Source: an optimization exercise on an open RTL-to-GDS flow (aim: a short achievable clock period and few clock cycles per item). Production flows keep margins and buffers that such runs may drop.
At most, simulation tests tie the RTL to the original design; equivalence was not proved.
The clock port is modelled as an ideal driver, which makes a skipped or thinned clock tree look cheaper than it is; a real chip needs a root buffer or a tree.
Power is estimated from default activity; no workload was simulated.

== job 101 ==
Design consolls_core, start of the top module:
module consolls_core (
    input  wire        clk,
    input  wire        rst,
    input  wire        step_valid,
    output wire        step_ready,
    output wire        done,
    output reg         halted,
    output reg  [2:0]  cause,
    output reg  [15:0] fault_ip,
    output reg  [15:0] info,
    output reg  [2:0]  info_n,
    output reg         mem_req,
    output reg         mem_we,
    output reg  [15:0] mem_addr,
    output reg  [7:0]  mem_wdata,
    input  wire        mem_ready,
    input  wire [7:0]  mem_rdata
);
clock: 28.0 ns
lec_check: 0
cap_margin: 20
core_margin: 2
core_utilization: 40
slew_margin: 20
standard.sh (not shown) runs the stock make flow with config.mk's settings and CLKGATE_MAP_FILE= SYNTH_SCRIPT=/design/flow/synth_recipe.tcl, a recipe that flattens the netlist after the stock synthesis.
==> flow/flow/run.sh <==
#!/bin/bash
set -euo pipefail
bash standard.sh SETUP_SLACK_MARGIN=21 finish > standard_flow.log 2>&1
Testbench counts of job 101, summed over its fixed seeds: cycles 177,255, steps 9,600.
The following lists how job 102 was set up differently from job 101:
==> flow/flow/run.sh <==
#!/bin/bash
set -euo pipefail
bash standard.sh SETUP_SLACK_MARGIN=23 finish > standard_flow.log 2>&1
==> run notes <==
The total power in job 102 was higher than what job 101 gave.
On combinational power, the higher figure sits with job 102, not job 101.
Job 101 vs job 102, library cell contributing the largest single delay on the critical path: dfxtp_4 vs edfxtp_1
Relative to job 101, number of clock buffer instances in the layout decreased by about 5% in job 102.
Comparing job 101 and job 102, the higher maximum frequency was measured on job 102.

* * *

Another version of the RTL of consolls_core (not shown whole).
Size in the first run: ~6200 cells after synthesis, ~500 flip-flops, roughly 79 I/O pins.
Settings: LEC_CHECK=0, CAP_MARGIN=20, CORE_MARGIN=2, CORE_UTILIZATION=65, SLEW_MARGIN=20; clock period 28.0 ns.
==> flow/flow/run.sh <==
#!/bin/bash
set -euo pipefail
bash standard.sh SETUP_SLACK_MARGIN=23 finish > standard_flow.log 2>&1
The starting point never finished: it broke off in global routing on GRT-0232.
Edit:
--- a/flow/config.mk
+++ b/flow/config.mk
@@ -9,3 +9,3 @@
 export CORE_MARGIN = 2
-export CORE_UTILIZATION = 65
+export CORE_UTILIZATION = 40
 export SLEW_MARGIN = 20
After rerunning: With this change the flow completed with no timing, DRC or antenna violations. Area after synthesis is unchanged. Synthesized cell count stays the same.
No run of this note included a check of the RTL's function; only the layout flow was run.

* * *

v4:
consolls_core, a different RTL version from the one above (not shown whole).
Size in the first run: roughly 4000 cells after synthesis, ~400 flip-flops, ~32000 um^2 of cells after synthesis.
Settings: LEC_CHECK=0, CAP_MARGIN=20, CORE_MARGIN=2, CORE_UTILIZATION=40, SLEW_MARGIN=20; clock period 28.0 ns.
==> flow/flow/run.sh <==
#!/bin/bash
set -euo pipefail
bash standard.sh SETUP_SLACK_MARGIN=21 finish > standard_flow.log 2>&1
Testbench counts of v4, summed over its fixed seeds: cycles 181,085, steps 9,600.
Inputs modified between v4 and v12:
==> flow/run.sh (new file) <==
#!/bin/bash
# synth_recipe.tcl (not shown) runs the flow's synth.tcl, then flattens the netlist and writes it again
# the make line also repeats each setting of config.mk as NAME=value (left out here)
make -C /OpenROAD-flow-scripts/flow DESIGN_CONFIG=/design/flow/config.mk WORK_HOME=/design/flow/orfs CLKGATE_MAP_FILE= SYNTH_SCRIPT=/design/flow/synth_recipe.tcl finish
removed: flow/flow/run.sh
removed: flow/standard.sh
Notes after the runs:
Going from v4 to v12, count of clock-net buffers in the final layout shrank by a little under 10%.
v12 — clock network area share 0.17 points higher, v4 as reference
Per the final summary, v12 finished and its layout is clean on timing, DRC and antenna.
Between v4 and v12, the area used by multi-input combinational logic does not differ in any meaningful way.
The higher hold slack came out of v12.
Compared with v4, v12 shows a worst clock skew that is 19 ps higher.
Between v12 and v4, the buffer share of cell area does not differ in any meaningful way.

* * *

Another version of the RTL of consolls_core (not shown whole).
Size: roughly 500 flip-flops, roughly 51,000 sq um of cells after synthesis.
export LEC_CHECK = 0
export CAP_MARGIN = 20
export CORE_MARGIN = 2
export CORE_UTILIZATION = 52
export SLEW_MARGIN = 20
create_clock -name core_clock -period 28.0 [get_ports {clk}]
==> flow/flow/run.sh <==
#!/bin/bash
set -euo pipefail
bash standard.sh SETUP_SLACK_MARGIN=23 finish > standard_flow.log 2>&1
Testbench counts at the start, summed over its fixed seeds: cycles 176,422, steps 9,600.
==> next run, changes <==
Settings changed: CORE_UTILIZATION 52 to 40.
Global-route usage falls by 12 points.
Total power rises by 1.5%.
Worst setup slack gets better by 0.081 ns.

* * *

Starting RTL as in the previous note.
clock: 28.0 ns
lec_check: 0
cap_margin: 20
core_margin: 2
core_utilization: 40
slew_margin: 20
==> flow/flow/run.sh <==
#!/bin/bash
set -euo pipefail
bash standard.sh SETUP_SLACK_MARGIN=25 PRE_CTS_TCL="$PWD/flow/pre_cts.tcl" finish > standard_flow.log 2>&1
Other scripts of this flow, unchanged in this note and not shown: flow/flow/pre_cts.tcl, flow/flow/pre_cts_tree.tcl
The first run ran to the end with no violations.
Testbench counts at the start, summed over its fixed seeds: cycles 176,422, steps 9,600.
Then changed:
==> flow/flow/run.sh (replaced) <==
#!/bin/bash
set -euo pipefail
bash standard.sh SETUP_SLACK_MARGIN=23 PRE_CTS_TCL="$PWD/flow/pre_cts.tcl" finish > standard_flow.log 2>&1
The changed run produced a clean layout.
Clock skew drops by 0.047 ns.
Power hardly moves.
Worst setup slack is worse by 0.048 ns.
No run of this note takes its clock network from TritonCTS; it comes from the design's own scripts or RTL.

* * *

consolls_core, a different RTL version from the one above (not shown whole).
Size in the first run: roughly 6100 cells after synthesis, ~480 flip-flops.
Design consolls_core, start of the top module:
module consolls_core (
    input  wire        clk,
    input  wire        rst,
    input  wire        step_valid,
    output wire        step_ready,
    output wire        done,
    output reg         halted,
    output reg  [2:0]  cause,
    output reg  [15:0] fault_ip,
    output reg  [15:0] info,
    output reg  [2:0]  info_n,
    output reg         mem_req,
    output reg         mem_we,
    output reg  [15:0] mem_addr,
    output reg  [7:0]  mem_wdata,
    input  wire        mem_ready,
    input  wire [7:0]  mem_rdata
);
==> flow/config.mk <==
export PLATFORM = sky130hd
export DESIGN_NAME = consolls_core
export DESIGN_NICKNAME = consolls_core
export VERILOG_FILES = /design/flow/design.v
export SDC_FILE = /design/flow/constraint.sdc
export NUM_CORES = 4
export LEC_CHECK = 0
export CAP_MARGIN = 20
export CORE_MARGIN = 2
export CORE_UTILIZATION = 40
export PLACE_DENSITY = 0.8
export SLEW_MARGIN = 20
==> flow/constraint.sdc <==
create_clock -name core_clock -period 28.0 [get_ports {clk}]
set_input_delay 5.6000 -clock core_clock [delete_from_list [all_inputs] [get_ports {clk}]]
set_output_delay 5.6000 -clock core_clock [all_outputs]
set_load 0.01 [all_outputs]
==> flow/flow/run.sh <==
#!/bin/bash
set -euo pipefail
bash standard.sh SETUP_SLACK_MARGIN=23 PRE_CTS_TCL="$PWD/flow/pre_cts.tcl" finish > standard_flow.log 2>&1
Other scripts of this flow, unchanged in this note and not shown: flow/flow/pre_cts.tcl, flow/flow/pre_cts_tree.tcl
The starting point passed the timing, design-rule and antenna checks.
Testbench counts at the start, summed over its fixed seeds: cycles 175,164, steps 9,600.
Rerun with:
--- a/flow/config.mk
+++ b/flow/config.mk
@@ -10,2 +10,2 @@
-export CORE_UTILIZATION = 40
-export PLACE_DENSITY = 0.8
+export CORE_UTILIZATION = 50
+export PLACE_DENSITY = 0.7
=>
- routed wire length rises by a few percent
- final area increases slightly
- hold slack got worse by 0.0038 ns
- global-route usage climbs by 11 points
- worst setup slack gets worse by 0.011 ns
- via count grows by a few percent
- fmax is about the same
- first-iteration DRC count decreases by a few percent
In every run of this note, the design's own scripts or RTL, not TritonCTS, make the clock network.

[port drivers added, routing unchanged]
The results above use ideal ports. As a check the final layouts listed here were re-extracted and re-timed, cells and wires unchanged.
Step 1 assumes that a clkbuf_16 drives the clock port and a buf_2 every other input.
Step 2 moves the port delays by t, midway between the first and last clock arrival at a register: inputs arrive t later, outputs are due t later. That takes back most of the time a late clock gives input paths.
Slacks: no drivers / after step 1 / after step 2; pairs: no drivers / after step 1.
run | t (ns) | setup WS [ns] | worst slew at a driven data input, ns
job 101 | 0.684 | 21.014 / 20.948 / 20.397 | 0.09
job 102 | 0.675 | 21.101 / 21.035 / 21.176 | 0.18
the second run of note 2 | 0.762 | 21.173 / 21.092 / 20.951 | 0.11
v4 | 0.682 | 21.018 / 21.006 / 20.376 | 0.04
v12 | 0.682 | 20.454 / 20.496 / 19.814 | 0.04
the first run of note 4 | 0.777 | 21.165 / 21.085 / 20.973 | 0.09
the second run of note 4 | 0.732 | 21.246 / 21.164 / 20.995 | 0.08
the first run of note 5 | 0.565 | 21.481 / 21.321 / 21.031 | 0.11
the second run of note 5 | 0.571 | 21.433 / 21.328 / 20.986 | 0.08
the first run of note 6 | 0.556 | 21.454 / 21.312 / 21.084 | 0.13
the second run of note 6 | 0.557 | 21.443 / 21.271 / 21.071 | 0.18
After both steps every run listed still meets setup and hold. The setup slack of v4, which loses most, moves by -0.012 ns with the drivers and by -0.642 ns with both steps.
